What follows belongs to an exercise in optimizing a design on an open flow for small area; a production flow would make more cautious choices. The RTL was checked by simulation tests, not by an equivalence proof against the original design. The clock port is modelled as an ideal driver; clocking choices that lean on that would not hold on a real chip. Power is estimated from default activity; no workload was simulated.

==> flow/design.v <==
module bcdtc (
    input  wire       clk,
    input  wire       rst,
    input  wire       tick,
    input  wire       change_time,
    input  wire       up_down,
    output wire       ind,
    output wire [3:0] sel,
    output wire [3:0] digit
);
    function [3:0] d10_next(input [3:0] d, input up);
        begin
            d10_next[0] = ~d[0];
            if (up & d[0])
                d10_next[3:1] = {d[2], d[1], ~(d[3] | d[2])};
            else if (~up & ~d[0])
                d10_next[3:1] = {~(d[2] | d[1]), d[3], d[2]};
            else
                d10_next[3:1] = d[3:1];
        end
    endfunction
    function d10_is9(input [3:0] d);
        d10_is9 = d[0] & d[3] & ~d[2];
    endfunction
    function d10_is0(input [3:0] d);
        d10_is0 = ~d[0] & ~d[3] & ~d[1];
    endfunction
    function [3:0] d10_bcd(input [3:0] d);
        d10_bcd = {d[3] & ~d[2], d[2], d[2] ? d[3] : d[1], d[0]};
    endfunction
    function [2:0] d6_next(input [2:0] j, input up);
        d6_next = up ? {j[1], j[0], ~j[2]} : {~j[0], j[2], j[1]};
    endfunction
    function d6_is5(input [2:0] j);
        d6_is5 = j[2] & ~j[1];
    endfunction
    function d6_is0(input [2:0] j);
        d6_is0 = ~j[2] & ~j[0];
    endfunction
    function [3:0] d6_bcd(input [2:0] j);
        d6_bcd = {1'b0, j[2] & ~j[0], j[1] & j[0], j[2] ^ j[1] ^ j[0]};
    endfunction
    localparam [1:0] SEED_HT = 2'b11;       
    localparam [3:0] SEED_HU = 4'b0011;     
    localparam [2:0] SEED_MT = 3'b100;      
    localparam [3:0] SEED_MU = 4'b1001;     
    localparam [2:0] SEED_ST = 3'b111;      
    localparam [3:0] SEED_SU = 4'b0000;     
    reg [1:0] ht;
    reg [3:0] hu;
    reg [2:0] mt;
    reg [3:0] mu;
    reg [2:0] st;
    reg [3:0] su;
    reg [3:0] acc;
    reg       pct, pud, md;
    reg [1:0] pos;
    reg [3:0] ph;
    reg [2:0] snap0;
    reg [3:0] snap1;
    reg [2:0] snap2;
    reg [3:0] snap3;
    wire page = md & pct;
    wire dir  = ~md | pud;
    wire su_end = dir ? d10_is9(su) : d10_is0(su);
    wire st_end = dir ? d6_is5(st)  : d6_is0(st);
    wire mu_end = dir ? d10_is9(mu) : d10_is0(mu);
    wire mt_end = dir ? d6_is5(mt)  : d6_is0(mt);
    wire h_zero = d10_is0(hu) & ~ht[0];
    wire acc_last = acc[3] & acc[0];
    wire ms_end   = su_end & st_end & mu_end & mt_end;
    wire en0 = tick & acc_last & (dir | ~(ms_end & h_zero));
    wire en1 = en0 & su_end;
    wire en2 = en1 & st_end;
    wire en3 = en2 & mu_end;
    wire en4 = en0 & ms_end;
    wire h_wrap = dir & ht[1] & hu[0] & hu[1] & ~hu[2];     
    wire [3:0] hu_next = h_wrap ? 4'b0000 : d10_next(hu, dir);
    wire [1:0] ht_next = h_wrap ? 2'b00 :
                         dir ? (d10_is9(hu) ? {ht[0], 1'b1} : ht)
                             : (d10_is0(hu) ? {1'b0, ht[1]} : ht);
    wire [3:0] acc_tog = {acc[0] & (acc[3] | acc[2] & acc[1]), acc[1] & acc[0],
                          acc[0] & ~acc[3], 1'b1};
    always @(posedge clk) begin
        if (rst) begin
            acc <= 4'd0;
            ht <= SEED_HT; hu <= SEED_HU;
            mt <= SEED_MT; mu <= SEED_MU;
            st <= SEED_ST; su <= SEED_SU;
        end else begin
            acc <= acc ^ ({4{tick}} & acc_tog);
            if (en0) su <= d10_next(su, dir);
            if (en1) st <= d6_next(st, dir);
            if (en2) mu <= d10_next(mu, dir);
            if (en3) mt <= d6_next(mt, dir);
            if (en4) begin
                hu <= hu_next;
                ht <= ht_next;
            end
        end
    end
    always @(posedge clk) begin
        pct <= change_time;
        pud <= up_down;
        md  <= ~rst & (md | (change_time ^ pct) | (up_down ^ pud));
    end
    wire ph_off = &ph;
    wire [5:0] seq_inc = {pos, ph} + 6'd1;
    wire load = ph_off & (&pos);
    always @(posedge clk) begin
        if (rst) begin
            pos <= 2'd0;
            ph  <= 4'd4;
            snap0 <= SEED_MT; snap1 <= SEED_MU; snap2 <= SEED_ST; snap3 <= SEED_SU;
        end else begin
            {pos, ph} <= seq_inc | {3'b000, ph_off, 2'b00};
            if (load) begin
                if (page) begin
                    snap0 <= {1'b0, ht}; snap1 <= hu; snap2 <= mt; snap3 <= mu;
                end else begin
                    snap0 <= mt; snap1 <= mu; snap2 <= st; snap3 <= su;
                end
            end
        end
    end
    wire hold = ~ph_off & (ph[3] | ph[1] | ph[0]);
    wire [3:0] d_odd  = pos[1] ? snap3 : snap1;
    wire [2:0] d_even = pos[1] ? snap2 : snap0;
    assign ind   = dir;
    assign sel   = {4{hold}} & {pos[1] & pos[0], pos[1] & ~pos[0], ~pos[1] & pos[0], ~pos[1] & ~pos[0]};
    assign digit = pos[0] ? d10_bcd(d_odd) : d6_bcd(d_even);
endmodule
==> flow/run.sh <==
#!/bin/bash
# synth_recipe.tcl (not shown) runs the flow's synth.tcl, then flattens the netlist and writes it again
# the make line also repeats each setting of config.mk as NAME=value (left out here)
make -C /OpenROAD-flow-scripts/flow DESIGN_CONFIG=/design/flow/config.mk WORK_HOME=/design/flow/orfs CLKGATE_MAP_FILE= SYNTH_SCRIPT=/design/flow/synth_recipe.tcl finish
==> flow/config.mk <==
export PLATFORM = sky130hd
export DESIGN_NAME = bcdtc
export DESIGN_NICKNAME = bcdtc
export VERILOG_FILES = /design/flow/design.v
export SDC_FILE = /design/flow/constraint.sdc
export NUM_CORES = 4
export LEC_CHECK = 0
export ABC_AREA = 1
export CAP_MARGIN = 20
export CORE_MARGIN = 2
export CORE_UTILIZATION = 40
export SLEW_MARGIN = 20
==> flow/constraint.sdc <==
create_clock -name core_clock -period 10.0 [get_ports {clk}]
set_input_delay 2.0000 -clock core_clock [delete_from_list [all_inputs] [get_ports {clk}]]
set_output_delay 2.0000 -clock core_clock [all_outputs]
set_load 0.01 [all_outputs]
==> impl_metrics.yaml, run 1 <==
cts:
  cts_root_buf: "clkbuf_8"
  cts_tree: "built"
  hold_buffers: 0
  postCtsSetupRepairBufs: 0
  cts.sinks: 47
  path_clk_slew_ns: 0.08
  worstSkewPairLatency_ns: 0.30
  htreeDepth: 2
  ctsResizeCount: 0
  cts_buffers: 5
  clk_path_buf_depth: 2
synthesis:
  ys_warn_count: 1
  synth-edff-count: 0
  syn_area_per_cell_um2: 6.72
  netlist_area_um2: 2450
  yosysUniqueCellTypes: 33
  ys_seq_area_share_pct: 38.4
  synthArstFlopShare_pct: 0
  synth_fp_nets: 373
  ys_ff_latch: 47
  synth_ff_type: "dfxtp_1"
  syn_inst: 365
worst_setup_path:
  crit_path_top_delay_cell: "dfxtp_1"
  cp.arrival_ns: 2.39
  cpPeakStageDelay_ns: 0.57
  path_cells: "inv_1 -> or2_2 -> o21ai_0 -> inv_1 -> xor2_1 -> nand2_1 -> nand2_1 -> clkdlybuf4s50_1"
  cp.required_ns: 8.00
  path_class: "flip-flop to primary output"
  end_kind: "primary output"
  start_kind: "flip-flop"
  r2r_slack_ns: 7.90
  timing.rr.end: "mu[3]"
  regToRegStartpoint: "md"
  reg2regPathDepth: 9
  cp_max_fo: 12
die:
  core_area_um2: 5920
  start_util_pct: 41.4
  fp.dieH_um: 82.3
  die_width_um: 82.3
  rows: 28
  dieArea_um2: 6770
  ios: 14
finish:
  nets: 382
  area_delta_synth_final_pct: 11.0
  diodes: 0
  drive_above_1_share_pct: 6.40
  post-route-util_pct: 46.0
timing:
  fin_ws_ns: 5.61
  slew_viol_final: 0
  setup_viol: 0
  hold_violations: 0
  timing.final.crit_share_pct: 43.9
  worst_pin_slew_ns: 0.895
  worst_hold_slack_ns: 0.478
  fin_worst_skew_ns: 0.00538
  slew_headroom_pct: 40.2
  fin_crit_ns: 4.39
  timing.fmax_ghz: 0.228
  setup_tns_ns: 0
  rsz0062_at_grt: "false"
hold_path:
  whs_path_depth: 2
  hp-start: "snap1[3]"
  hold_path_end: "snap1[3]"
  hold_path_class: "flip-flop to flip-flop"
power:
  p_clk_share_pct: 34.0
  power_density_nw_per_um2: 122
  peakVddDrop_mv: 0.0440
  switchingPower_w: 0.0000840
  p_int_w: 0.000248
  pwr-share-comb_pct: 7.9
  switching_share_pct: 25.3
  p_seq_share_pct: 58.1
  leakagePower_nw: 1.19
routing:
  wirelength_um: 5350
  drt-pass1-iter-count: 4
  vias: 2302
  viasPerCell: 5.12
  drtIter0Drc: 108
  ant_nets: 0
  drc: 0
  wire_per_inst_um: 11.9
grt:
  grt_max_degree: 32
  grt_usage_pct: 17.7
  antenna_found_initial: 0
  grt_pass1_vias: 1988
  grt.overflow.total: 0
  grt_pass1_wl_um: 9230
placement:
  dp_slack_ns: 5.89
  dp.final_hpwl_um: 3900
  io_buffers: 13
  gp_congestion: 0.760
flow_run:
  drv_cap: 0
outcome:
  status: "no timing/DRC/antenna violations"
cells in the final DEF, fill, tap and decap left out, drive strengths merged, types with 4 or more instances in the layout:
master	Yosys	final
clkdlybuf4s50	0	13
inv	43	43
clkbuf	10	6
a21oi	16	16
o211ai	8	8
or2	4	4
dfxtp	47	47
nor2	36	36
nand3	31	31
nand2	96	96
a31oi	9	9
o21ai	34	34
nor3	6	6
power groups by stage:
| stage | logic, W | registers (W) | clock network (W) |
|---|---|---|---|
| after floorplan | 0.0000202 | 0.000196 | 0 |
| after CTS | 0.0000265 | 0.000193 | 0.000116 |
| after detailed placement | 0.0000264 | 0.000198 | 0 |
| after global routing | 0.0000304 | 0.000194 | 0.000124 |
| final | 0.0000263 | 0.000193 | 0.000113 |
| after global placement | 0.0000263 | 0.000197 | 0 |
flip-flops by register name, summed over array words and instances, names as in the netlist, 4 cells and up:
register	cells
acc	4
su	4
snap3	4
hu	4
snap1	4
ph	4
mu	4
critical path: cells and delay by family (launching register included):
| kind | cells | cell delay [ns] |
|---|---|---|
| xor gates and xnor gates | 1 | 0.17 |
| DFF | 1 | 0.57 |
| buffers and inverters | 3 | 0.82 |
| and+or+nand+nor | 3 | 0.41 |
| AOI/OAI and AO/OA | 1 | 0.11 |
metal layers:
layer  vias to the layer above  global-route usage (%)  part of all wire [%]
met5                         -                       0                     0
met4                         0                    5.00                   1.2
met3                         8                    3.59                   4.2
met2                        49                    28.0                    45
met1                      1018                    24.3                    49
li1                       1227                       -                     -
how the worst max path moves through the flow:
stage,startpoint,end,cells past startpoint,slack (ns)
detailed placement,pos[1],digit[0],8,5.89
global route,pos[1],digit[0],8,5.41
global placement,pos[1],digit[0],8,5.93
floorplan,pos[1],digit[0],7,6.77
finish,pos[1],digit[0],8,5.61
CTS,pos[1],digit[0],8,5.54
logic make-up (layout without fill, tap and decap cells):
logic type,count (synthesis),count (layout),synth area share (%)
compound gates,74,74,17.3
xor+xnor,5,5,1.79
fa+ha+maj,3,3,1.53
buf+inv,55,65,8.52
flops,47,47,38.4
mux,1,1,0.408
simple gates,180,180,32.1
Yosys cell counts, types with 2 or more instances:
master | n | share of area (%)
inv_2 | 2 | 0.31
nor2_2 | 2 | 0.51
o21bai_1 | 2 | 0.61
dfxtp_1 | 47 | 38
nand2_2 | 4 | 1.0
nor3_1 | 6 | 1.2
nand3_1 | 30 | 6.1
inv_1 | 41 | 6.3
xor2_1 | 3 | 1.1
xnor2_1 | 2 | 0.71
a211oi_1 | 2 | 0.61
o21ai_1 | 2 | 0.41
o211ai_1 | 8 | 2.4
ha_1 | 3 | 1.5
clkbuf_1 | 10 | 1.5
a31oi_1 | 9 | 2.3
o21ai_0 | 32 | 6.5
nor2_1 | 33 | 5.1
buf_2 | 2 | 0.41
nand3b_1 | 3 | 0.92
or2_2 | 4 | 1.0
nand2_1 | 92 | 14
a21oi_1 | 15 | 3.1
nand4_1 | 2 | 0.51
metrics by stage:
stage,instance area [um2],power (W),std cells
after floorplan,2450,0.000216,365
after global placement,2640,0.000224,442
after detailed placement,2640,0.000224,442
after CTS,2720,0.000336,450
after global routing,2720,0.000348,450
final,2720,0.000332,450
final cells by class:
| cell class | count | area (um2) |
|---|---|---|
| fill | 626 | 3200 |
| multi-input combinational | 263 | 1300 |
| sequential | 47 | 941 |
| inverter | 43 | 161 |
| timing repair buffer | 14 | 138 |
| tap | 75 | 93.8 |
| clock buffer | 6 | 72.6 |
| clock inverter | 2 | 12.5 |
==> run 2, diff against run 1 <==
==> flow/flow/run.sh (new file) <==
#!/bin/bash
# Own layout flow:
#  1. the standard synthesis (standard.sh synth), unchanged;
#  2. its combinational logic re-mapped with an area-oriented ABC script
#     (flow/area.abc); the registers and their names are kept;
#  3. the standard layout of that netlist, with 1x buffers on the ports.
# Each tool's output goes to a log file of its own in this folder.
set -euo pipefail
W=$(pwd)
R=$W/orfs/results/$FLOW_PLATFORM/bcdtc/base
LIB=$FLOW_HOME/platforms/$FLOW_PLATFORM/lib/sky130_fd_sc_hd__tt_025C_1v80.lib
YOSYS=$(command -v yosys || echo "$FLOW_HOME/../tools/install/yosys/bin/yosys")

bash standard.sh synth > "$W/flow_1_synth.log" 2>&1
cp "$R/1_2_yosys.v" "$W/1_2_yosys_standard.v"

sed -e "s#@LIB@#$LIB#g" -e "s#@TOP@#$FLOW_TOP#g" \
    -e "s#@IN@#$W/1_2_yosys_standard.v#" -e "s#@OUT@#$W/1_2_yosys_remap.v#" \
    -e "s#@ABC@#$W/flow/area.abc#" -e "s#@STAT@#$W/remap_stat.txt#" \
    flow/remap.ys > "$W/remap.ys"
"$YOSYS" -s "$W/remap.ys" > "$W/flow_2_remap.log" 2>&1

cp "$W/1_2_yosys_remap.v" "$R/1_2_yosys.v"
rm -f "$R/1_synth.odb" "$R/1_synth.sdc"
bash standard.sh "BUFFER_PORTS_ARGS=-buffer_cell sky130_fd_sc_hd__buf_1" \
    "CTS_ARGS=-sink_clustering_enable -repair_clock_nets -dont_use_dummy_load -root_buf sky130_fd_sc_hd__clkbuf_8 -buf_list sky130_fd_sc_hd__clkbuf_8 -sink_clustering_size 50 -sink_clustering_max_diameter 500" finish \
    > "$W/flow_3_layout.log" 2>&1
test -f out/final.def
==> flow/flow/area.abc (new file) <==
strash
dch -f
amap
strash
dch -f
amap
==> flow/flow/remap.ys (new file) <==
# Re-map the combinational logic of the standard synthesis for area.
# Registers (and their instance names) are kept as they are.
read_liberty -ignore_miss_func @LIB@
read_verilog @IN@
hierarchy -top @TOP@
setattr -mod -set keep_hierarchy 1 sky130_fd_sc_hd__*df*
flatten
opt_clean -purge
abc -script @ABC@ -liberty @LIB@ -dont_use sky130_fd_sc_hd__lpflow_bleeder_1 -dont_use sky130_fd_sc_hd__lpflow_clkbufkapwr_1 -dont_use sky130_fd_sc_hd__lpflow_clkbufkapwr_16 -dont_use sky130_fd_sc_hd__lpflow_clkbufkapwr_2 -dont_use sky130_fd_sc_hd__lpflow_clkbufkapwr_4 -dont_use sky130_fd_sc_hd__lpflow_clkbufkapwr_8 -dont_use sky130_fd_sc_hd__lpflow_clkinvkapwr_1 -dont_use sky130_fd_sc_hd__lpflow_clkinvkapwr_16 -dont_use sky130_fd_sc_hd__lpflow_clkinvkapwr_2 -dont_use sky130_fd_sc_hd__lpflow_clkinvkapwr_4 -dont_use sky130_fd_sc_hd__lpflow_clkinvkapwr_8 -dont_use sky130_fd_sc_hd__lpflow_decapkapwr_12 -dont_use sky130_fd_sc_hd__lpflow_decapkapwr_3 -dont_use sky130_fd_sc_hd__lpflow_decapkapwr_4 -dont_use sky130_fd_sc_hd__lpflow_decapkapwr_6 -dont_use sky130_fd_sc_hd__lpflow_decapkapwr_8 -dont_use sky130_fd_sc_hd__lpflow_inputiso0n_1 -dont_use sky130_fd_sc_hd__lpflow_inputiso0p_1 -dont_use sky130_fd_sc_hd__lpflow_inputiso1n_1 -dont_use sky130_fd_sc_hd__lpflow_inputiso1p_1 -dont_use sky130_fd_sc_hd__lpflow_inputisolatch_1 -dont_use sky130_fd_sc_hd__lpflow_isobufsrc_1 -dont_use sky130_fd_sc_hd__lpflow_isobufsrc_16 -dont_use sky130_fd_sc_hd__lpflow_isobufsrc_2 -dont_use sky130_fd_sc_hd__lpflow_isobufsrc_4 -dont_use sky130_fd_sc_hd__lpflow_isobufsrc_8 -dont_use sky130_fd_sc_hd__lpflow_isobufsrckapwr_16 -dont_use sky130_fd_sc_hd__lpflow_lsbuf_lh_hl_isowell_tap_1 -dont_use sky130_fd_sc_hd__lpflow_lsbuf_lh_hl_isowell_tap_2 -dont_use sky130_fd_sc_hd__lpflow_lsbuf_lh_hl_isowell_tap_4 -dont_use sky130_fd_sc_hd__lpflow_lsbuf_lh_isowell_4 -dont_use sky130_fd_sc_hd__lpflow_lsbuf_lh_isowell_tap_1 -dont_use sky130_fd_sc_hd__lpflow_lsbuf_lh_isowell_tap_2 -dont_use sky130_fd_sc_hd__lpflow_lsbuf_lh_isowell_tap_4 -dont_use sky130_fd_sc_hd__probe_p_8 -dont_use sky130_fd_sc_hd__probec_p_8 
opt_clean -purge
splitnets
opt_clean -purge
hilomap -singleton -hicell sky130_fd_sc_hd__conb_1 HI -locell sky130_fd_sc_hd__conb_1 LO
insbuf -buf sky130_fd_sc_hd__buf_1 A X
tee -o @STAT@ stat -liberty @LIB@
select @TOP@
write_verilog -noattr -nohex -nodec -selected @OUT@
==> flow/standard.sh (new file) <==
#!/bin/bash
# synth_recipe.tcl (not shown) runs the flow's synth.tcl, then flattens the netlist and writes it again
# the make line also repeats each setting of config.mk as NAME=value (left out here)
make -C /OpenROAD-flow-scripts/flow DESIGN_CONFIG=/design/flow/config.mk WORK_HOME=/design/flow/orfs CLKGATE_MAP_FILE= SYNTH_SCRIPT=/design/flow/synth_recipe.tcl "${@:-finish}"
removed: flow/run.sh
==> impl_metrics.yaml, run 2 <==
timing:
  slew_headroom_pct: 52.1
  worst_pin_slew_ns: 0.716
  fin_ws_ns: 5.88
  hold_violations: 0
  setup_viol: 0
  fin_worst_skew_ns: 0.0118
  timing.fmax_ghz: 0.242
  timing.final.crit_share_pct: 41.2
  rsz0062_at_grt: "false"
  setup_tns_ns: 0
  fin_crit_ns: 4.12
  slew_viol_final: 0
grt:
  antenna_found_initial: 0
  grt.overflow.total: 0
  grt_pass1_vias: 1828
  grt_usage_pct: 17.8
  grt_pass1_wl_um: 8580
  grt_max_degree: 28
worst_setup_path:
  critical_path.top_delay_family: "compound AO/OA/AOI/OAI gates"
  crit_buf_inv: 3
  crit_start: "pos[1]"
  reg2regPathDepth: 14
  crit_path_frequent_cell: "clkinv_1"
  path_class: "flip-flop to primary output"
  path_cells: "clkinv_1 -> o22ai_1 -> clkinv_1 -> o21ai_0 -> a31oi_1 -> o31ai_1 -> buf_1"
  start_kind: "flip-flop"
  end_kind: "primary output"
  r2r_slack_ns: 5.95
  crit_end: "digit[0]"
  cp.depth: 7
  crit_path_top_delay_cell: "dfxtp_1"
  cpPeakStageDelay_ns: 0.51
  cp_max_fo: 10
  cp.arrival_ns: 2.12
  cp.required_ns: 8.00
  timing.rr.end: "mu[2]"
  regToRegStartpoint: "md"
cts:
  cts.sinks: 47
  htreeDepth: 2
  cts_tree: "built"
  hold_buffers: 0
  postCtsSetupRepairBufs: 0
  worstSkewPairLatency_ns: 0.29
  path_clk_slew_ns: 0.08
  cts_root_buf: "clkbuf_8"
  clk_path_buf_depth: 2
  ctsResizeCount: 0
  cts_buffers: 5
die:
  core_area_um2: 5110
  rows: 26
  die_width_um: 76.9
  start_util_pct: 41.7
  ios: 14
  dieArea_um2: 5920
  fp.dieH_um: 76.9
outcome:
  status: "no timing/DRC/antenna violations"
placement:
  io_buffers: 13
  dp_slack_ns: 5.98
  dp.final_hpwl_um: 3460
  gp_congestion: 0.791
  numPlacedInstances: 361
finish:
  final_cells: 366
  nets: 303
  seqCellArea_um2: 941
  mostFrequentLayoutCells: "nor2_1 (52), dfxtp_1 (47), clkinv_1 (44)"
  multi_input_area_um2: 1020
  mostFrequentLayoutCell: "nor2_1"
  diodes: 0
  drive_above_1_share_pct: 2.03
  area_delta_synth_final_pct: 9.99
  fill_cells: 551
synthesis:
  syn_area_per_cell_um2: 7.68
  ys_warn_count: 1
  synth_fp_nets: 282
  syn_inst: 277
  netlist_area_um2: 2130
routing:
  wirelength_um: 4900
  vias: 2005
  drtIter0Drc: 127
  drc: 0
  viasPerCell: 5.48
  ant_nets: 0
  wire_per_inst_um: 13.4
  drt-pass1-iter-count: 5
power:
  leakagePower_nw: 0.797
  power_w: 0.000314
  power_density_nw_per_um2: 134
  peakVddDrop_mv: 0.0870
hold_path:
  hold_path_class: "flip-flop to flip-flop"
flow_run:
  drv_cap: 0
[run 2: cell types whose count changed in the layout (fill, tap and decap cells not counted), sizes merged, moves of 12 or more]
cell	delta
o22ai	+22
nand2	-80
nor2	+16
clkdlybuf4s50	-13
o221ai	+12
clkinv	+43
a22oi	+12
buf	+13
inv	-43
o21ai	-16
nand3	-29
[run 2: cell type report]
| type | count | share of cell area (%) |
|---|---|---|
| Multi-Input combinational cell | 186 | 43.7 |
| Tap cell | 70 | 3.74 |
| Sequential cell | 47 | 40.2 |
| Inverter | 44 | 7.06 |
| Timing Repair Buffer | 14 | 2.41 |
| Clock buffer | 5 | 2.94 |
[run 2: tightest hold or removal path: cells and delay by family, from the launching register on]
kind,cells,cell delay (ns)
flops,1,0.31
compound gates,1,0.05
buf+inv,1,0.05
[run 2: worst min path at each step]
stage	from	endpoint	slack, ns	cells after the start
final	snap3[0]	snap3[0]	0.45	2
after detailed placement	ph[0]	ph[0]	0.43	1
after floorplan	ph[0]	ph[0]	0.41	1
after global routing	ph[0]	ph[0]	0.47	1
after CTS	snap3[0]	snap3[0]	0.45	2
after global placement	ph[0]	ph[0]	0.42	1
[run 2: per-layer routing]
metal | track usage [%] | vias up | wire length [um]
li1 | - | 1048 | -
met1 | 24.9 | 907 | 2450
met2 | 27.8 | 45 | 2190
met3 | 3.53 | 5 | 201
met4 | 4.91 | 0 | 49
met5 | 0 | - | 0
[run 2: stage by stage]
stage | util [%] | hold WS, ns | cell area, um2
2_1_floorplan | - | 0.407 | 2130
5_1_grt | 45.8 | 0.474 | 2340
3_3_place_gp | 44.5 | 0.424 | 2270
4_1_cts | 45.8 | 0.448 | 2340
3_5_place_dp | 44.5 | 0.434 | 2270
6_report | 45.8 | 0.445 | 2340
[run 2: power breakdown]
part / internal (W) / switching, W / leakage (nW) / total, W
Clock: 0.0000451 / 0.0000568 / 0.0359 / 0.000102
Sequential: 0.000189 / 0.00000169 / 0.382 / 0.000191
Combinational: 0.00000625 / 0.0000151 / 0.380 / 0.0000213
Total: 0.000241 / 0.0000736 / 0.797 / 0.000314
==> run 3, diff against run 2 <==
--- a/flow/flow/run.sh
+++ b/flow/flow/run.sh
@@ -25,3 +25,3 @@
 bash standard.sh "BUFFER_PORTS_ARGS=-buffer_cell sky130_fd_sc_hd__buf_1" \
-    "CTS_ARGS=-sink_clustering_enable -repair_clock_nets -dont_use_dummy_load -root_buf sky130_fd_sc_hd__clkbuf_8 -buf_list sky130_fd_sc_hd__clkbuf_8 -sink_clustering_size 50 -sink_clustering_max_diameter 500" finish \
+    "CTS_ARGS=-sink_clustering_enable -repair_clock_nets -dont_use_dummy_load -root_buf sky130_fd_sc_hd__clkbuf_16 -buf_list sky130_fd_sc_hd__clkbuf_16 -sink_clustering_size 50 -sink_clustering_max_diameter 500" finish \
     > "$W/flow_3_layout.log" 2>&1
==> impl_metrics.yaml, run 3 <==
routing:
  drc: 0
  drtIter0Drc: 134
  viasPerCell: 5.49
  wire_per_inst_um: 13.3
  wirelength_um: 4850
  vias: 2008
  ant_nets: 0
  drt-pass1-iter-count: 4
power:
  power_density_nw_per_um2: 151
  power_w: 0.000363
  leakagePower_nw: 0.823
  peakVddDrop_mv: 0.0792
synthesis:
  syn_inst: 277
  netlist_area_um2: 2130
  ys_warn_count: 1
  synth_fp_nets: 282
  syn_area_per_cell_um2: 7.68
grt:
  busiest_layer: "met2"
  grtUsageMet1_pct: 25.1
  global_route.usage.met3_pct: 4.94
  grt_usage_pct: 18.1
  antenna_found_initial: 0
  grt.overflow.total: 0
  gr-usage-met2_pct: 27.7
  grt_max_degree: 28
  grt_pass1_vias: 1831
  grt_pass1_wl_um: 8600
cts:
  htreeDepth: 2
  cts_buffers: 5
  cts_tree: "built"
  path_clk_slew_ns: 0.06
  worstSkewPairLatency_ns: 0.28
  cts_root_buf: "clkbuf_16"
  clk_path_buf_depth: 2
  ctsResizeCount: 0
  postCtsSetupRepairBufs: 0
  hold_buffers: 0
  cts.sinks: 47
hold_path:
  hold_path_class: "flip-flop to flip-flop"
  hp-start: "snap3[0]"
die:
  ios: 14
  rows: 26
  core_area_um2: 5110
  die_width_um: 76.9
  dieArea_um2: 5920
  start_util_pct: 41.7
  fp.dieH_um: 76.9
worst_setup_path:
  cp.arrival_ns: 2.11
  cp_max_fo: 10
  start_kind: "flip-flop"
  path_class: "flip-flop to primary output"
  regToRegStartpoint: "md"
  crit_start: "pos[1]"
  end_kind: "primary output"
  cp.required_ns: 8.00
finish:
  mostFrequentLayoutCell: "nor2_1"
  final_cells: 366
  fill_cells: 541
  multi_input_area_um2: 1020
  seqCellArea_um2: 941
  mostFrequentLayoutCells: "nor2_1 (52), dfxtp_1 (47), clkinv_1 (44)"
  post-route-util_pct: 46.9
  area_delta_synth_final_pct: 12.6
  diodes: 0
  nets: 303
  drive_above_1_share_pct: 2.03
placement:
  dp.final_hpwl_um: 3460
  numPlacedInstances: 361
  gp_congestion: 0.791
  io_buffers: 13
timing:
  timing.fmax_ghz: 0.243
  fin_worst_skew_ns: 0.00926
  setup_tns_ns: 0
  slew_headroom_pct: 51.5
  rsz0062_at_grt: "false"
  slew_viol_final: 0
  timing.final.crit_share_pct: 41.1
  fin_crit_ns: 4.11
  hold_violations: 0
  worst_pin_slew_ns: 0.724
  setup_viol: 0
flow_run:
  drv_cap: 0
outcome:
  status: "no timing/DRC/antenna violations"
==> run 3: metrics by stage <==
step / setup slack, ns / hold WS (ns) / cell area [um2]
3_3_place_gp: 6.10 / 0.424 / 2270
2_1_floorplan: 6.44 / 0.407 / 2130
5_1_grt: 5.57 / 0.467 / 2400
3_5_place_dp: 5.98 / 0.434 / 2270
6_report: 5.89 / 0.442 / 2400
4_1_cts: 5.88 / 0.445 / 2400
==> run 3: layout make-up <==
cell class / count / share of cell area [%]
timing repair buffer: 14 / 2.35
multi-input combinational: 186 / 42.6
sequential: 47 / 39.2
tap: 70 / 3.65
inverter: 44 / 6.89
clock buffer: 5 / 5.22
==> run 3: power breakdown <==
group	internal [W]	switching [W]	total [W]	leakage (nW)
registers	0.000190	0.00000169	0.000191	0.382
clock network	0.0000883	0.0000617	0.000150	0.0616
logic	0.00000625	0.0000150	0.0000213	0.380
total	0.000284	0.0000784	0.000363	0.823
==> run 3: metal layers <==
metal  up-vias  wire, um
met3         4       250
met1       905      2410
met4         0        30
met2        49      2160
li1       1050         -
met5         -         0
==> run 3: final timing paths <==
| check | to | slack [ns] | depth (start not counted) |
|---|---|---|---|
| max | digit[0] | 5.89 | 7 |
| min | snap3[0] | 0.44 | 2 |
| max reg2reg | mu[2] | 5.95 | 14 |
| min reg2reg | snap3[0] | 0.44 | 2 |
==> run 3: critical path, cell delays in order (launching register included) <==
cell and delay (ns):
dfxtp_1 0.50, clkinv_1 0.32, o22ai_1 0.25, clkinv_1 0.13, o21ai_0 0.24, a31oi_1 0.12
o31ai_1 0.09, buf_1 0.18
==> run 4, diff against run 3 <==
--- a/flow/flow/run.sh
+++ b/flow/flow/run.sh
@@ -24,4 +24,3 @@
 rm -f "$R/1_synth.odb" "$R/1_synth.sdc"
-bash standard.sh "BUFFER_PORTS_ARGS=-buffer_cell sky130_fd_sc_hd__buf_1" \
-    "CTS_ARGS=-sink_clustering_enable -repair_clock_nets -dont_use_dummy_load -root_buf sky130_fd_sc_hd__clkbuf_16 -buf_list sky130_fd_sc_hd__clkbuf_16 -sink_clustering_size 50 -sink_clustering_max_diameter 500" finish \
+bash standard.sh "BUFFER_PORTS_ARGS=-buffer_cell sky130_fd_sc_hd__buf_1" finish \
     > "$W/flow_3_layout.log" 2>&1
==> impl_metrics.yaml, run 4 <==
outcome:
  status: "no timing/DRC/antenna violations"
worst_setup_path:
  timing.rr.end: "mu[2]"
  cp.arrival_ns: 2.16
  end_kind: "primary output"
  cp.required_ns: 8.00
  cp_max_fo: 10
  reg2regPathDepth: 14
  regToRegStartpoint: "md"
  path_class: "flip-flop to primary output"
  start_kind: "flip-flop"
  r2r_slack_ns: 5.95
routing:
  drt-pass1-iter-count: 4
  vias: 2014
  ant_nets: 0
  drtIter0Drc: 117
  drc: 0
  wirelength_um: 4930
  viasPerCell: 5.47
  wire_per_inst_um: 13.4
synthesis:
  syn_area_per_cell_um2: 7.68
  netlist_area_um2: 2130
  ys_warn_count: 1
  synth_fp_nets: 282
  syn_inst: 277
placement:
  gp_congestion: 0.791
  io_buffers: 13
  dp.final_hpwl_um: 3460
  placedInstanceArea_um2: 2270
  numPlacedInstances: 361
die:
  fp.dieH_um: 76.9
  die_width_um: 76.9
  core_area_um2: 5110
  start_util_pct: 41.7
  dieArea_um2: 5920
  ios: 14
  rows: 26
timing:
  hold_violations: 0
  fin_crit_ns: 4.16
  timing.final.crit_share_pct: 41.6
  slew_viol_final: 0
  slew_headroom_pct: 52.3
  timing.fmax_ghz: 0.241
  rsz0062_at_grt: "false"
  setup_viol: 0
  fin_worst_skew_ns: 0.00428
  worst_pin_slew_ns: 0.713
  setup_tns_ns: 0
power:
  leakagePower_nw: 0.808
  peakVddDrop_mv: 0.0828
  power_density_nw_per_um2: 139
cts:
  clk_path_buf_depth: 2
  cts_tree: "built"
  postCtsSetupRepairBufs: 0
  hold_buffers: 0
  path_clk_slew_ns: 0.08
  cts_root_buf: "clkbuf_8"
  cts_buffers: 5
  htreeDepth: 2
  worstSkewPairLatency_ns: 0.30
  cts.sinks: 47
  ctsResizeCount: 0
grt:
  busiest_layer: "met2"
  grt_pass1_vias: 1826
  grt_pass1_wl_um: 8610
  antenna_found_initial: 0
  global_route.usage.met3_pct: 3.53
  grt_usage_pct: 18.0
  grt.overflow.total: 0
  grtUsageMet1_pct: 25.0
  gr-usage-met2_pct: 27.8
  grt_max_degree: 28
finish:
  nets: 303
  seqCellArea_um2: 941
  mostFrequentLayoutCell: "nor2_1"
  fill_cells: 551
  final_cells: 368
  multi_input_area_um2: 1020
  drive_above_1_share_pct: 2.68
  fin_area_um2: 2360
  mostFrequentLayoutCells: "nor2_1 (52), dfxtp_1 (47), clkinv_1 (44)"
  area_delta_synth_final_pct: 10.9
  diodes: 0
hold_path:
  hp-start: "snap3[0]"
  whs_path_depth: 2
  hold_path_end: "snap3[0]"
  hold_path_class: "flip-flop to flip-flop"
flow_run:
  drv_cap: 0
==> run 4: changes by cell type in the layout (fill, tap and decap cells not counted), sizes merged <==
cell / change
clkbuf: +1
clkinv: +1
==> run 4: routing by layer <==
layer  vias up  wire [um]
met4         0         75
met1       920       2510
met2        38       2160
met3         7        187
li1       1049          -
met5         -          0
==> run 4: final cells by class <==
class,instances,area share (%)
Clock buffer,6,3.50
Clock inverter,1,0.212
Inverter,44,7.00
Multi-Input combinational cell,186,43.3
Sequential cell,47,39.9
Tap cell,70,3.71
Timing Repair Buffer,14,2.39
==> run 4: how the worst max path moves through the flow <==
stage                start        to  slack, ns  cells past startpoint
global route            md     mu[2]       5.56                     14
CTS                 pos[1]  digit[0]       5.85                      7
floorplan             tick     mt[1]       6.44                     11
finish              pos[1]  digit[0]       5.84                      7
detailed placement    tick     mt[1]       5.98                     12
global placement        md     mu[2]       6.10                     14
==> run 4: where the power goes <==
part           switching, W  internal [W]
Clock             0.0000601     0.0000543
Sequential       0.00000170      0.000189
Combinational     0.0000151    0.00000625
==> run 4: critical path, cell delays in order (launching register included) <==
cell	delay, ns
dfxtp_1	0.51
clkinv_1	0.32
o22ai_1	0.27
clkinv_1	0.14
o21ai_0	0.24
a31oi_1	0.11
o31ai_1	0.09
buf_1	0.18
==> run 4: stage by stage <==
| step | worst slack (ns) | total power, W | util [%] | hold slack, ns |
|---|---|---|---|---|
| 2_1_floorplan | 6.44 | 0.000209 | - | 0.407 |
| 3_3_place_gp | 6.10 | 0.000216 | 44.5 | 0.424 |
| 3_5_place_dp | 5.98 | 0.000217 | 44.5 | 0.434 |
| 4_1_cts | 5.85 | 0.000332 | 46.2 | 0.449 |
| 5_1_grt | 5.56 | 0.000344 | 46.2 | 0.474 |
| 6_report | 5.84 | 0.000327 | 46.2 | 0.446 |
==> run 5, diff against run 4 <==
--- a/flow/design.v
+++ b/flow/design.v
@@ -31,12 +31,13 @@
     function [2:0] d6_next(input [2:0] j, input up);
-        d6_next = up ? {j[1], j[0], ~j[2]} : {~j[0], j[2], j[1]};
+        d6_next = j ^ (up ? {j[0] & (j[2] | j[1]), j[0] & ~j[2], 1'b1}
+                          : {~j[1] & ~j[0], ~j[0] & (j[2] | j[1]), 1'b1});
     endfunction
     function d6_is5(input [2:0] j);
-        d6_is5 = j[2] & ~j[1];
+        d6_is5 = j[2] & j[0];
     endfunction
     function d6_is0(input [2:0] j);
-        d6_is0 = ~j[2] & ~j[0];
+        d6_is0 = ~j[2] & ~j[1] & ~j[0];
     endfunction
     function [3:0] d6_bcd(input [2:0] j);
-        d6_bcd = {1'b0, j[2] & ~j[0], j[1] & j[0], j[2] ^ j[1] ^ j[0]};
+        d6_bcd = {1'b0, j};
     endfunction
@@ -44,5 +45,5 @@
     localparam [3:0] SEED_HU = 4'b0011;     
-    localparam [2:0] SEED_MT = 3'b100;      
+    localparam [2:0] SEED_MT = 3'd5;
     localparam [3:0] SEED_MU = 4'b1001;     
-    localparam [2:0] SEED_ST = 3'b111;      
+    localparam [2:0] SEED_ST = 3'd3;
     localparam [3:0] SEED_SU = 4'b0000;     
@@ -106,4 +107,4 @@
     end
-    wire ph_off = &ph;
-    wire [5:0] seq_inc = {pos, ph} + 6'd1;
+    wire ph_off = ph[0] & ph[3];
+    wire ph_in  = (~ph[2] & ~ph[3]) | (~ph[1] & ph[2] & ph[3]);
     wire load = ph_off & (&pos);
@@ -112,9 +113,10 @@
             pos <= 2'd0;
-            ph  <= 4'd4;
+            ph  <= 4'd2;
             snap0 <= SEED_MT; snap1 <= SEED_MU; snap2 <= SEED_ST; snap3 <= SEED_SU;
         end else begin
-            {pos, ph} <= seq_inc | {3'b000, ph_off, 2'b00};
+            ph <= {ph[2:0], ph_in};
+            if (ph_off) pos <= pos + 2'd1;
             if (load) begin
                 if (page) begin
-                    snap0 <= {1'b0, ht}; snap1 <= hu; snap2 <= mt; snap3 <= mu;
+                    snap0 <= {1'b0, ht[1], ht[0] & ~ht[1]}; snap1 <= hu; snap2 <= mt; snap3 <= mu;
                 end else begin
@@ -125,3 +127,3 @@
     end
-    wire hold = ~ph_off & (ph[3] | ph[1] | ph[0]);
+    wire hold = ~ph_off & ~(~ph[0] & ph[1] & ~ph[3]);
     wire [3:0] d_odd  = pos[1] ? snap3 : snap1;
==> flow/flow/run.sh (replaced) <==
#!/bin/bash
# Own layout flow:
#  1. the standard synthesis (standard.sh synth), unchanged;
#  2. its combinational logic re-mapped for area with four ABC scripts
#     (flow/area1..4.abc) run side by side; the smallest netlist is kept.
#     The registers and their names are kept as they are;
#  3. the standard layout of that netlist, with 1x buffers on the
#     ports, no dummy clock loads and the clock tree's root buffer (which
#     drives only the leaf buffers) sized down.
# Each tool's output goes to a log file of its own in this folder.
set -euo pipefail
W=$(pwd)
R=$W/orfs/results/$FLOW_PLATFORM/bcdtc/base
LIB=$FLOW_HOME/platforms/$FLOW_PLATFORM/lib/sky130_fd_sc_hd__tt_025C_1v80.lib
YOSYS=$(command -v yosys || echo "$FLOW_HOME/../tools/install/yosys/bin/yosys")

bash standard.sh synth > "$W/flow_1_synth.log" 2>&1
cp "$R/1_2_yosys.v" "$W/1_2_yosys_standard.v"

for i in 1 2 3 4; do
  sed -e "s#@LIB@#$LIB#g" -e "s#@TOP@#$FLOW_TOP#g" \
      -e "s#@IN@#$W/1_2_yosys_standard.v#" -e "s#@OUT@#$W/1_2_yosys_remap$i.v#" \
      -e "s#@ABC@#$W/flow/area$i.abc#" -e "s#@STAT@#$W/remap_stat$i.txt#" \
      flow/remap.ys > "$W/remap$i.ys"
  "$YOSYS" -s "$W/remap$i.ys" > "$W/flow_2_remap$i.log" 2>&1 &
done
wait
best=""; best_area=""
for i in 1 2 3 4; do
  a=$(grep -m1 "Chip area" "$W/remap_stat$i.txt" | awk '{print $NF}') || continue
  [ -n "$a" ] || continue
  if [ -z "$best" ] || awk "BEGIN{exit !($a < $best_area)}"; then best=$i; best_area=$a; fi
done
echo "remap: kept script $best, area $best_area" | tee "$W/flow_2_remap.log"

cp "$W/1_2_yosys_remap$best.v" "$R/1_2_yosys.v"
rm -f "$R/1_synth.odb" "$R/1_synth.sdc"
bash standard.sh "BUFFER_PORTS_ARGS=-buffer_cell sky130_fd_sc_hd__buf_1" \
    "CTS_ARGS=-sink_clustering_enable -repair_clock_nets -dont_use_dummy_load" \
    "POST_CTS_TCL=$W/flow/cts_post.tcl" "CTS_ROOT_BUF=sky130_fd_sc_hd__clkbuf_1" finish \
    > "$W/flow_3_layout.log" 2>&1
test -f out/final.def
==> flow/flow/area1.abc (new file) <==
strash
&get -n
&deepsyn -T 120 -S 1
&put
dch -f
amap
==> flow/flow/area2.abc (new file) <==
strash
&get -n
&deepsyn -T 120 -S 2
&put
&get -n
&dch -f
&nf -a -R 1000
&put
==> flow/flow/area3.abc (new file) <==
strash
&get -n
&deepsyn -T 120 -S 3
&put
dch -f
amap
strash
dch -f
amap
==> flow/flow/area4.abc (new file) <==
strash
dch -f
amap
strash
dch -f
amap
==> flow/flow/cts_post.tcl (new file) <==
# The root buffer of the clock tree drives only the leaf buffers: size it
# down to the smallest clock buffer.
replace_cell clkbuf_0_clk $::env(CTS_ROOT_BUF)
detailed_placement
check_placement -verbose
estimate_parasitics -placement
report_clock_skew
--- a/flow/config.mk
+++ b/flow/config.mk
@@ -11,2 +11,3 @@
 export CORE_UTILIZATION = 40
+export GPL_TIMING_DRIVEN = 0
 export SLEW_MARGIN = 20
removed: flow/flow/area.abc
==> impl_metrics.yaml, run 5 <==
outcome:
  status: "no timing/DRC/antenna violations"
routing:
  viasPerCell: 5.21
  drt-pass1-iter-count: 4
  wl_met3_um: 194
  wire_per_inst_um: 12.5
  vias: 1885
  ant_nets: 0
  highest_layer: "met4"
  met1Wirelength_um: 2280
  wirelength_um: 4540
  drc: 0
  wl_met2_um: 2000
  drtIter0Drc: 162
grt:
  grt_max_degree: 21
  grt.overflow.total: 0
  grt_pass1_vias: 1680
  grt_usage_pct: 18.0
  antenna_found_initial: 0
  grt_pass1_wl_um: 7680
cts:
  path_clk_slew_ns: 0.09
  cts_tree: "built"
  worstSkewPairLatency_ns: 0.53
  cts.sinks: 47
timing:
  slew_headroom_pct: 33.4
  worst_pin_slew_ns: 0.999
  rsz0062_at_grt: "false"
  timing.final.crit_share_pct: 49.9
  setup_viol: 0
  fin_worst_skew_ns: 0.0209
  fin_crit_ns: 4.99
  timing.fmax_ghz: 0.200
  worst_hold_slack_ns: 0.444
  slew_viol_final: 0
  setup_tns_ns: 0
  hold_violations: 0
placement:
  dp.final_hpwl_um: 3450
  placedInstanceArea_um2: 2180
  io_buffers: 13
  gp_congestion: 0.852
die:
  core_area_um2: 5010
  die_width_um: 75.5
  dieArea_um2: 5700
  fp.dieH_um: 75.5
  ios: 14
  start_util_pct: 40.8
  rows: 26
finish:
  fin_area_um2: 2240
  diodes: 0
  seqCellArea_um2: 941
  post-route-util_pct: 44.7
  area_delta_synth_final_pct: 9.54
  multi_input_area_um2: 947
  nets: 299
  drive_above_1_share_pct: 1.37
  mostFrequentLayoutCell: "nor2_1"
  mostFrequentLayoutCells: "nor2_1 (56), dfxtp_1 (47), clkinv_1 (42)"
  fill_cells: 564
worst_setup_path:
  path_class: "primary input to flip-flop"
  cp_max_fo: 5
  end_kind: "flip-flop"
  cp.arrival_ns: 5.39
  cp.required_ns: 10.41
  start_kind: "primary input"
synthesis:
  syn_inst: 274
  syn_area_per_cell_um2: 7.47
  netlist_area_um2: 2050
  synth_fp_nets: 279
  ys_warn_count: 1
power:
  peakVddDrop_mv: 0.0562
  power_w: 0.000299
  leakagePower_nw: 0.750
  power_density_nw_per_um2: 133
hold_path:
  hold_path_class: "flip-flop to flip-flop"
flow_run:
  drv_cap: 0
## run 5: changes by cell type in the layout (fill, tap and decap cells not counted), sizes merged, moves of 4 or more
cell and delta:
o22ai -18, nor2 +4, nand2 +18, nand3 +4
a22oi -10, a31oi +6
## run 5: area by class of cell
type	count	share of cell area, %
Tap cell	70	3.91
Multi-Input combinational cell	185	42.3
Sequential cell	47	42.0
Inverter	42	7.04
Timing Repair Buffer	13	2.18
Clock buffer	5	2.62
## run 5: routing by layer
layer  vias to the layer above  global-route usage (%)
met4                         0                    6.43
met3                         5                    4.37
li1                       1004                       -
met5                         -                       0
met2                        40                    28.3
met1                       836                    24.3
## run 5: critical path, stage by stage
cell and delay [ns]:
buf_1 0.09, nand2_1 0.07, clkinv_1 0.09, nand2_1 0.10, nor3_1 0.42, and3_1 0.27, nand2_1 0.09, nand2_1 0.07
o21ai_0 0.13, nor2_1 0.22, nand2_1 0.10, nor2_1 0.21, nand2_1 0.10, o21ai_0 0.24, nand2_1 0.12, nor2_1 0.16
clkinv_1 0.11, nor2_1 0.22, nand2_1 0.15, o21ai_0 0.10, a21oi_1 0.07, a311o_1 0.27
## run 5: final timing paths
path	slack, ns	depth (start not counted)	to	from
max	5.01	22	hu[1]	tick
min reg2reg	0.44	2	ph[2]	ph[1]
min	0.44	2	ph[2]	ph[1]
max reg2reg	6.24	21	hu[1]	acc[0]
## run 5: per-stage QoR
stage / instances / worst slack [ns]
finish: 362 / 5.01
global route: 362 / 4.54
detailed placement: 357 / 4.51
global placement: 357 / 4.53
floorplan: 274 / 5.16
## run 5: where the power goes
group | internal, W | switching, W
combinational | 0.00000408 | 0.00000937
clock | 0.0000368 | 0.0000572
sequential | 0.000190 | 0.00000145
==> run 6, diff against run 5 <==
--- a/flow/config.mk
+++ b/flow/config.mk
@@ -11,3 +11,2 @@
 export CORE_UTILIZATION = 40
-export GPL_TIMING_DRIVEN = 0
 export SLEW_MARGIN = 20
==> impl_metrics.yaml, run 6 <==
finish:
  drive_above_1_share_pct: 2.70
  mostFrequentLayoutCells: "nor2_1 (56), dfxtp_1 (47), clkinv_1 (42)"
  fill_cells: 548
  diodes: 0
  fin_area_um2: 2270
  nets: 303
  mostFrequentLayoutCell: "nor2_1"
  area_delta_synth_final_pct: 11.0
hold_path:
  whs_path_depth: 2
  hold_path_class: "flip-flop to flip-flop"
  hp-start: "ph[1]"
  hold_path_end: "ph[2]"
synthesis:
  syn_area_per_cell_um2: 7.47
  syn_inst: 274
  netlist_area_um2: 2050
  synth_fp_nets: 279
  ys_warn_count: 1
power:
  power_w: 0.000298
  leakagePower_nw: 0.770
  peakVddDrop_mv: 0.0410
  power_density_nw_per_um2: 131
die:
  rows: 26
  die_width_um: 75.5
  core_area_um2: 5010
  dieArea_um2: 5700
  fp.dieH_um: 75.5
  ios: 14
  start_util_pct: 40.8
placement:
  dp.final_hpwl_um: 3450
  io_buffers: 13
  gp_congestion: 0.796
  placedInstanceArea_um2: 2210
cts:
  cts_tree: "built"
  cts.sinks: 47
  path_clk_slew_ns: 0.09
  worstSkewPairLatency_ns: 0.54
routing:
  drt-pass1-iter-count: 5
  wire_per_inst_um: 12.2
  drc: 0
  vias: 1867
  ant_nets: 0
  viasPerCell: 5.10
  drtIter0Drc: 72
  wirelength_um: 4470
timing:
  rsz0062_at_grt: "false"
  worst_hold_slack_ns: 0.447
  setup_tns_ns: 0
  fin_crit_ns: 4.86
  timing.final.crit_share_pct: 48.6
  slew_headroom_pct: 67.9
  slew_viol_final: 0
  setup_viol: 0
  hold_violations: 0
  worst_pin_slew_ns: 0.477
  timing.fmax_ghz: 0.206
  fin_worst_skew_ns: 0.0178
grt:
  grt_usage_pct: 17.9
  grt.overflow.total: 0
  grt_pass1_wl_um: 7650
  grt_pass1_vias: 1661
  grt_max_degree: 21
  antenna_found_initial: 0
worst_setup_path:
  start_kind: "primary input"
  cp_max_fo: 5
  timing.rr.end: "ht[0]"
  end_kind: "flip-flop"
  cp.required_ns: 10.44
  path_class: "primary input to flip-flop"
  cp.arrival_ns: 5.31
  r2r_slack_ns: 6.35
  reg2regPathDepth: 21
  regToRegStartpoint: "acc[0]"
outcome:
  status: "no timing/DRC/antenna violations"
flow_run:
  drv_cap: 0
## run 6: cell count changes in the layout (fill, tap and decap cells not counted), sizes merged
cell / before / now
buf: 13 / 17
## run 6: worst max path at each step
stage	start	to	slack, ns	cells past startpoint
finish	tick	ht[0]	5.14	22
global route	tick	ht[0]	4.48	22
detailed placement	tick	ht[0]	4.63	22
global placement	tick	hu[1]	4.75	22
floorplan	tick	hu[1]	5.16	21
## run 6: where the power goes
group	total (W)	internal (W)	switching (W)
logic	0.0000140	0.00000457	0.00000944
registers	0.000191	0.000190	0.00000149
clock network	0.0000929	0.0000367	0.0000562
total	0.000298	0.000231	0.0000671
## run 6: worst max-delay path: stages
cell      delay (ns)
buf_1           0.09
nand2_1         0.07
clkinv_1        0.09
nand2_1         0.09
nor3_1          0.42
and3_1          0.25
nand2_1         0.08
nand2_1         0.07
o21ai_0         0.13
nor2_1          0.21
nand2_1         0.09
nor2_1          0.21
nand2_1         0.10
o21ai_0         0.22
nand2_1         0.11
nor2_1          0.15
clkinv_1        0.11
nor2_1          0.21
nor2_1          0.12
nor2_1          0.20
clkinv_1        0.11
o221ai_1        0.18
## run 6: metrics by stage
| step | cells | worst slack [ns] | util, % |
|---|---|---|---|
| after floorplan | 274 | 5.16 | - |
| after global placement | 361 | 4.75 | 44.2 |
| after detailed placement | 361 | 4.63 | 44.2 |
| after global routing | 366 | 4.48 | 45.3 |
| final | 366 | 5.14 | 45.3 |
## run 6: area by class of cell
type	instances	area, um2	share of cell area [%]
clock buffer	5	58.8	2.59
multi-input combinational	185	947	41.7
sequential	47	941	41.4
inverter	42	158	6.94
tap	70	87.6	3.86
timing repair buffer	17	78.8	3.47
## run 6: routing by layer
| layer | up-vias | part of all wire [%] | GRT usage, % |
|---|---|---|---|
| met5 | - | 0 | 0 |
| met4 | 0 | 1.6 | 6.43 |
| met3 | 8 | 3.8 | 4.10 |
| met2 | 32 | 42 | 27.4 |
| met1 | 823 | 53 | 24.7 |
| li1 | 1004 | - | - |
==> run 7, diff against run 6 <==
--- a/flow/flow/run.sh
+++ b/flow/flow/run.sh
@@ -3,5 +3,6 @@
 #  1. the standard synthesis (standard.sh synth), unchanged;
-#  2. its combinational logic re-mapped for area with four ABC scripts
-#     (flow/area1..4.abc) run side by side; the smallest netlist is kept.
-#     The registers and their names are kept as they are;
+#  2. its combinational logic re-mapped for area with the ABC scripts
+#     flow/area*.abc (deepsyn with several seeds, then amap), run side by
+#     side; the smallest netlist is kept. The registers and their names are
+#     kept as they are;
 #  3. the standard layout of that netlist, with 1x buffers on the
@@ -15,2 +16,3 @@
 YOSYS=$(command -v yosys || echo "$FLOW_HOME/../tools/install/yosys/bin/yosys")
+JOBS=${NUM_CORES:-4}
 
@@ -19,3 +21,4 @@
 
-for i in 1 2 3 4; do
+remap() {
+  local i=$1
   sed -e "s#@LIB@#$LIB#g" -e "s#@TOP@#$FLOW_TOP#g" \
@@ -24,3 +27,10 @@
       flow/remap.ys > "$W/remap$i.ys"
-  "$YOSYS" -s "$W/remap$i.ys" > "$W/flow_2_remap$i.log" 2>&1 &
+  "$YOSYS" -s "$W/remap$i.ys" > "$W/flow_2_remap$i.log" 2>&1 || true
+}
+n=0
+for f in flow/area*.abc; do
+  i=$(basename "$f" .abc); i=${i#area}
+  remap "$i" &
+  n=$((n + 1))
+  if [ $((n % JOBS)) -eq 0 ]; then wait; fi
 done
@@ -28,8 +38,11 @@
 best=""; best_area=""
-for i in 1 2 3 4; do
-  a=$(grep -m1 "Chip area" "$W/remap_stat$i.txt" | awk '{print $NF}') || continue
+for f in flow/area*.abc; do
+  i=$(basename "$f" .abc); i=${i#area}
+  [ -f "$W/remap_stat$i.txt" ] && [ -f "$W/1_2_yosys_remap$i.v" ] || continue
+  a=$(grep -m1 "Chip area" "$W/remap_stat$i.txt" | awk '{print $NF}')
   [ -n "$a" ] || continue
+  echo "script $i: area $a" >> "$W/flow_2_remap.log"
   if [ -z "$best" ] || awk "BEGIN{exit !($a < $best_area)}"; then best=$i; best_area=$a; fi
 done
-echo "remap: kept script $best, area $best_area" | tee "$W/flow_2_remap.log"
+echo "remap: kept script $best, area $best_area" >> "$W/flow_2_remap.log"
 
==> flow/flow/area1.abc (replaced) <==
strash
&get -n
&deepsyn -J 200 -T 300 -S 1
&put
dch -f
amap
==> flow/flow/area2.abc (replaced) <==
strash
&get -n
&deepsyn -J 200 -T 300 -S 2
&put
dch -f
amap
==> flow/flow/area3.abc (replaced) <==
strash
&get -n
&deepsyn -J 200 -T 300 -S 3
&put
dch -f
amap
==> flow/flow/area4.abc (replaced) <==
strash
&get -n
&deepsyn -J 200 -T 300 -S 4
&put
dch -f
amap
==> flow/flow/area5.abc (new file) <==
strash
&get -n
&deepsyn -J 200 -T 300 -S 5
&put
dch -f
amap
==> flow/flow/area6.abc (new file) <==
strash
&get -n
&deepsyn -J 200 -T 300 -S 6
&put
dch -f
amap
==> flow/flow/area7.abc (new file) <==
strash
&get -n
&deepsyn -J 200 -T 300 -S 7
&put
dch -f
amap
==> flow/flow/area8.abc (new file) <==
strash
&get -n
&deepsyn -J 200 -T 300 -S 8
&put
dch -f
amap
==> flow/flow/area9.abc (new file) <==
strash
dch -f
amap
strash
dch -f
amap
--- a/flow/config.mk
+++ b/flow/config.mk
@@ -11,2 +11,3 @@
 export CORE_UTILIZATION = 40
+export GPL_TIMING_DRIVEN = 0
 export SLEW_MARGIN = 20
==> impl_metrics.yaml, run 7 <==
flow_run:
  drv_cap: 0
routing:
  wl_met2_um: 1980
  wire_per_inst_um: 13.8
  drc: 0
  met1Wirelength_um: 2450
  vias: 1844
  wirelength_um: 4700
  ant_nets: 0
  viasPerCell: 5.39
  drt-pass1-iter-count: 4
  highest_layer: "met4"
  wl_met3_um: 191
  drtIter0Drc: 151
worst_setup_path:
  r2r_slack_ns: 6.47
  cp.arrival_ns: 4.88
  cp.required_ns: 10.45
  regToRegStartpoint: "hu[0]"
  critical_path.top_delay_family: "compound AO/OA/AOI/OAI gates"
  start_kind: "primary input"
  cp_max_fo: 4
  crit_path_frequent_cell: "o21ai_0"
  timing.rr.end: "hu[2]"
  crit_path_top_delay_cell: "nor4_1"
  reg2regPathDepth: 14
  crit_buf_inv: 2
  path_cells: "buf_1 -> nand2_1 -> clkinv_1 -> nand2_1 -> nor4_1 -> nand3_1 -> o21ai_0 -> o21ai_0 -> a21oi_1 -> nand2_1 -> nor2_1 -> a21oi_1 -> o21ai_0 -> o21ai_0 -> a211o_1"
  path_class: "primary input to flip-flop"
  end_kind: "flip-flop"
  cpPeakStageDelay_ns: 0.53
die:
  fp.dieH_um: 75.1
  dieArea_um2: 5650
  die_width_um: 75.1
  rows: 25
  start_util_pct: 42.0
  core_area_um2: 4820
  ios: 14
finish:
  fin_area_um2: 2230
  nets: 282
  drive_above_1_share_pct: 2.18
  area_delta_synth_final_pct: 10.1
  mostFrequentLayoutCells: "nor2_1 (48), dfxtp_1 (47), clkinv_1 (43)"
  mostFrequentLayoutCell: "nor2_1"
  diodes: 0
timing:
  timing.final.crit_share_pct: 44.3
  slew_headroom_pct: 31.2
  setup_viol: 0
  timing.fmax_ghz: 0.226
  setup_tns_ns: 0
  fin_worst_skew_ns: 0.0102
  fin_crit_ns: 4.43
  slew_viol_final: 0
  hold_violations: 0
  fin_ws_ns: 5.57
  worst_pin_slew_ns: 1.03
  rsz0062_at_grt: "false"
power:
  leakagePower_nw: 0.755
  peakVddDrop_mv: 0.0856
  power_density_nw_per_um2: 135
placement:
  gp_congestion: 0.818
  dp.final_hpwl_um: 3490
  io_buffers: 13
  placedInstanceArea_um2: 2170
  dp_slack_ns: 4.97
synthesis:
  syn_inst: 256
  netlist_area_um2: 2020
  ys_warn_count: 1
  synth_fp_nets: 261
  syn_area_per_cell_um2: 7.91
hold_path:
  hold_path_class: "flip-flop to flip-flop"
  hp-start: "ph[0]"
  whs_path_depth: 2
  hold_path_end: "ph[1]"
cts:
  worstSkewPairLatency_ns: 0.56
  path_clk_slew_ns: 0.09
  cts_tree: "built"
  cts.sinks: 47
outcome:
  status: "no timing/DRC/antenna violations"
grt:
  grt_usage_pct: 18.1
  grt.overflow.total: 0
  grt_pass1_vias: 1594
  antenna_found_initial: 0
  grt_pass1_wl_um: 7560
  grt_max_degree: 21
[run 7: cell count changes in the layout (fill, tap and decap cells not counted), moves of 4 or more]
cell and change:
o22ai_1 +4, a222oi_1 +7, a221oi_1 +4, o221ai_1 -6
nand2_1 -16, a31oi_1 -6, nor2_1 -8, o21ai_0 -6
[run 7: worst max path at each step]
stage / startpoint / cells after the start / endpoint / slack, ns
floorplan: tick / 14 / mt[2] / 5.66
global placement: tick / 15 / mt[2] / 5.04
detailed placement: tick / 15 / mt[2] / 4.97
global route: tick / 15 / hu[3] / 5.22
finish: tick / 15 / mt[2] / 5.57
[run 7: power breakdown]
group	switching [W]	total, W	internal (W)
Combinational	0.0000101	0.0000143	0.00000420
Sequential	0.00000156	0.000191	0.000190
Clock	0.0000586	0.0000954	0.0000368
Total	0.0000702	0.000301	0.000231
[run 7: per-stage QoR]
| stage | power [W] | hold slack [ns] | util (%) | std cells |
|---|---|---|---|---|
| 2_1_floorplan | 0.000205 | 0.412 | - | 256 |
| 3_3_place_gp | 0.000210 | 0.433 | 44.8 | 336 |
| 3_5_place_dp | 0.000210 | 0.439 | 45.0 | 337 |
| 5_1_grt | 0.000312 | 0.474 | 46.3 | 342 |
| 6_report | 0.000301 | 0.450 | 46.3 | 342 |
[run 7: per-layer routing]
| metal | vias to the layer above | global-route usage (%) |
|---|---|---|
| li1 | 965 | - |
| met1 | 829 | 24.7 |
| met2 | 43 | 27.2 |
| met3 | 7 | 4.42 |
| met4 | 0 | 7.99 |
| met5 | - | 0 |
[run 7: layout make-up]
| type | instances | area, um2 |
|---|---|---|
| Timing Repair Buffer | 14 | 56.3 |
| Sequential cell | 47 | 941 |
| Clock buffer | 5 | 58.8 |
| Tap cell | 67 | 83.8 |
| Multi-Input combinational cell | 166 | 927 |
| Inverter | 43 | 161 |
| Fill cell | 514 | 2590 |
[run 7: tightest hold or removal path, stage by stage (launching register included)]
cell and delay [ns]:
dfxtp_1 0.31, clkinv_1 0.06, nand2_1 0.05
==> run 8, diff against run 7 <==
--- a/flow/design.v
+++ b/flow/design.v
@@ -70,3 +70,3 @@
     wire h_zero = d10_is0(hu) & ~ht[0];
-    wire acc_last = acc[3] & acc[0];
+    wire acc_last = d10_is9(acc);
     wire ms_end   = su_end & st_end & mu_end & mt_end;
@@ -82,4 +82,2 @@
                              : (d10_is0(hu) ? {1'b0, ht[1]} : ht);
-    wire [3:0] acc_tog = {acc[0] & (acc[3] | acc[2] & acc[1]), acc[1] & acc[0],
-                          acc[0] & ~acc[3], 1'b1};
     always @(posedge clk) begin
@@ -91,3 +89,3 @@
         end else begin
-            acc <= acc ^ ({4{tick}} & acc_tog);
+            if (tick) acc <= d10_next(acc, 1'b1);
             if (en0) su <= d10_next(su, dir);
--- a/flow/flow/run.sh
+++ b/flow/flow/run.sh
@@ -52,3 +52,3 @@
     "CTS_ARGS=-sink_clustering_enable -repair_clock_nets -dont_use_dummy_load" \
-    "POST_CTS_TCL=$W/flow/cts_post.tcl" "CTS_ROOT_BUF=sky130_fd_sc_hd__clkbuf_1" finish \
+    "POST_CTS_TCL=$W/flow/cts_post.tcl" "CTS_ROOT_BUF=sky130_fd_sc_hd__clkbuf_4" "CTS_LEAF_BUF=sky130_fd_sc_hd__clkbuf_4" "CTS_LEAF_SLEW=0.112" finish \
     > "$W/flow_3_layout.log" 2>&1
==> flow/flow/cts_post.tcl (replaced) <==
# Size the clock tree that CTS built: the root buffer drives only the leaf
# buffers and gets CTS_ROOT_BUF; each leaf buffer gets CTS_LEAF_BUF if the
# estimated slew at its register clock pins stays within CTS_LEAF_SLEW (ns),
# else it keeps the buffer CTS gave it.
replace_cell clkbuf_0_clk $::env(CTS_ROOT_BUF)
estimate_parasitics -placement
proc leaf_max_slew {name} {
  set net [get_nets -of_objects [get_pins $name/X]]
  set mx 0
  foreach p [get_pins -of_objects $net -filter "direction==input"] {
    set s [get_property $p slew_max]
    if {$s > $mx} { set mx $s }
  }
  return $mx
}
foreach inst [get_cells clkbuf_*_f_clk] {
  set name [get_full_name $inst]
  set orig [get_property $inst ref_name]
  replace_cell $name $::env(CTS_LEAF_BUF)
  estimate_parasitics -placement
  set s [leaf_max_slew $name]
  if {$s > $::env(CTS_LEAF_SLEW)} {
    replace_cell $name $orig
    estimate_parasitics -placement
    puts "clock leaf $name: kept $orig (slew [format %.3f $s] ns with $::env(CTS_LEAF_BUF))"
  } else {
    puts "clock leaf $name: $::env(CTS_LEAF_BUF) (slew [format %.3f $s] ns)"
  }
}
detailed_placement
check_placement -verbose
estimate_parasitics -placement
report_clock_skew
==> impl_metrics.yaml, run 8 <==
outcome:
  status: "no timing/DRC/antenna violations"
routing:
  wl_met3_um: 161
  highest_layer: "met4"
  viasPerCell: 5.40
  wire_per_inst_um: 13.5
  drc: 0
  wirelength_um: 4610
  met1Wirelength_um: 2370
  ant_nets: 0
  drtIter0Drc: 157
  drt-pass1-iter-count: 4
  vias: 1846
  wl_met2_um: 2020
timing:
  timing.final.crit_share_pct: 50.0
  hold_violations: 0
  setup_viol: 0
  setup_tns_ns: 0
  worst_pin_slew_ns: 0.877
  timing.fmax_ghz: 0.200
  fin_worst_skew_ns: 0.0307
  rsz0062_at_grt: "false"
  slew_headroom_pct: 41.5
  fin_crit_ns: 5.00
  slew_viol_final: 0
worst_setup_path:
  crit_path_frequent_cell: "nand2_1"
  critical_path.top_delay_family: "simple AND/OR/NAND/NOR gates"
  start_kind: "primary input"
  path_class: "primary input to flip-flop"
  path_cells: "buf_1 -> nand2_1 -> nor2_1 -> nand3_1 -> nor3_1 -> nand2_1 -> nor2_1 -> clkinv_1 -> o22ai_1 -> nor2b_1 -> o21bai_1 -> nor3_1 -> nand2_1 -> nor2_1 -> nand2_1 -> nor2_1 -> nand2_1 -> o221ai_1 -> nand2_1"
  cp.required_ns: 10.23
  cp.arrival_ns: 5.23
  cpPeakStageDelay_ns: 0.27
  end_kind: "flip-flop"
  crit_path_top_delay_cell: "nor3_1"
  cp_max_fo: 4
  crit_buf_inv: 2
synthesis:
  ys_warn_count: 1
  synth_fp_nets: 262
  syn_inst: 257
  netlist_area_um2: 2010
  syn_area_per_cell_um2: 7.83
die:
  rows: 25
  fp.dieH_um: 74.9
  dieArea_um2: 5610
  ios: 14
  start_util_pct: 42.0
  die_width_um: 74.9
  core_area_um2: 4790
grt:
  grt_pass1_wl_um: 7630
  grt_usage_pct: 18.0
  grt_max_degree: 18
  grt_pass1_vias: 1627
  grt.overflow.total: 0
  antenna_found_initial: 0
power:
  peakVddDrop_mv: 0.0776
  power_density_nw_per_um2: 136
  leakagePower_nw: 0.744
finish:
  post-route-util_pct: 46.1
  drive_above_1_share_pct: 2.18
  diodes: 0
  area_delta_synth_final_pct: 9.64
  mostFrequentLayoutCells: "clkinv_1 (47), dfxtp_1 (47), nor2_1 (41)"
  nets: 282
hold_path:
  hold_path_class: "flip-flop to flip-flop"
cts:
  path_clk_slew_ns: 0.09
  worstSkewPairLatency_ns: 0.36
  cts.sinks: 47
  cts_tree: "built"
placement:
  io_buffers: 13
  gp_congestion: 0.864
  dp.final_hpwl_um: 3420
flow_run:
  drv_cap: 0
==> run 8: area by class of cell <==
class,count,area (um2)
clock buffers,5,56.3
fillers,480,2580
inverters,47,176
multi-input cells,163,900
flip-flops and latches,47,941
well taps,67,83.8
repair buffers,13,48.8
==> run 8: power by group <==
group | internal, W | switching (W)
Clock | 0.0000364 | 0.0000570
Sequential | 0.000190 | 0.00000171
Combinational | 0.00000466 | 0.0000104
==> run 8: per-stage QoR <==
| stage | cell area [um2] | hold slack [ns] | instances | power [W] | setup slack (ns) |
|---|---|---|---|---|---|
| global route | 2210 | 0.456 | 342 | 0.000312 | 4.55 |
| finish | 2210 | 0.443 | 342 | 0.000301 | 5.00 |
| detailed placement | 2150 | 0.428 | 337 | 0.000212 | 4.71 |
| floorplan | 2010 | 0.413 | 257 | 0.000206 | 5.39 |
| global placement | 2140 | 0.426 | 337 | 0.000211 | 4.73 |
==> run 8: final timing paths <==
kind                             from  slack [ns]  depth (start not counted)     to
worst max register to register     md        6.29                         18  ht[1]
worst min register to register  ph[2]        0.44                          2  ph[3]
worst min-delay path            ph[2]        0.44                          2  ph[3]
worst max-delay path             tick        5.00                         19  ht[1]
==> run 8: tightest hold or removal path: cells and delay by family, from the launching register on <==
| kind | cells | cell delay [ns] |
|---|---|---|
| buffers and inverters | 1 | 0.06 |
| AND/OR/NAND/NOR | 1 | 0.04 |
| flip-flops | 1 | 0.31 |
==> run 8: routing by layer <==
layer	global-route usage (%)	up-vias
li1	-	952
met1	25.1	852
met2	28.0	36
met3	4.02	6
met4	5.36	0
met5	0	-

==> re-timing with driven ports <==
In the flow no input, the clock included, has a driving cell. The finished layouts below were timed again as built, in two steps. Step 1 assumes that a clkbuf_16 drives the clock port and a buf_2 every other input. Step 2 adds t to the input delays and takes it off the output delays; t is the mean of the earliest and latest rising clock arrival at the registers after step 1. Input paths then give back, and output paths get back, about the clock's delay inside the block. Three values: ideal ports, drivers, drivers and shift; two values: the first two.
run	shift t [ns]	setup slack, ns	worst setup path after step 2	clock arrival spread, ns	slew at the worst register clock pin (ns)
run 1	0.326	5.611 / 5.585 / 5.911	register to output	0.005 / 0.006	0.09 / 0.09
run 2	0.318	5.875 / 5.846 / 5.951	register to register	0.012 / 0.012	0.08 / 0.08
run 3	0.308	5.890 / 5.859 / 5.953	register to register	0.009 / 0.009	0.06 / 0.06
run 4	0.325	5.844 / 5.815 / 5.951	register to register	0.004 / 0.004	0.08 / 0.08
run 5	0.553	5.012 / 5.018 / 4.465	input to register	0.021 / 0.021	0.09 / 0.09
run 6	0.555	5.137 / 5.141 / 4.585	input to register	0.018 / 0.019	0.09 / 0.09
run 7	0.579	5.568 / 5.572 / 4.993	input to register	0.010 / 0.010	0.09 / 0.09
run 8	0.364	5.001 / 5.004 / 4.639	input to register	0.031 / 0.031	0.10 / 0.10
After both steps setup and hold are still met in every run listed. The setup slack of run 7, which loses most, moves by +0.004 ns with the drivers and by -0.575 ns with both steps.
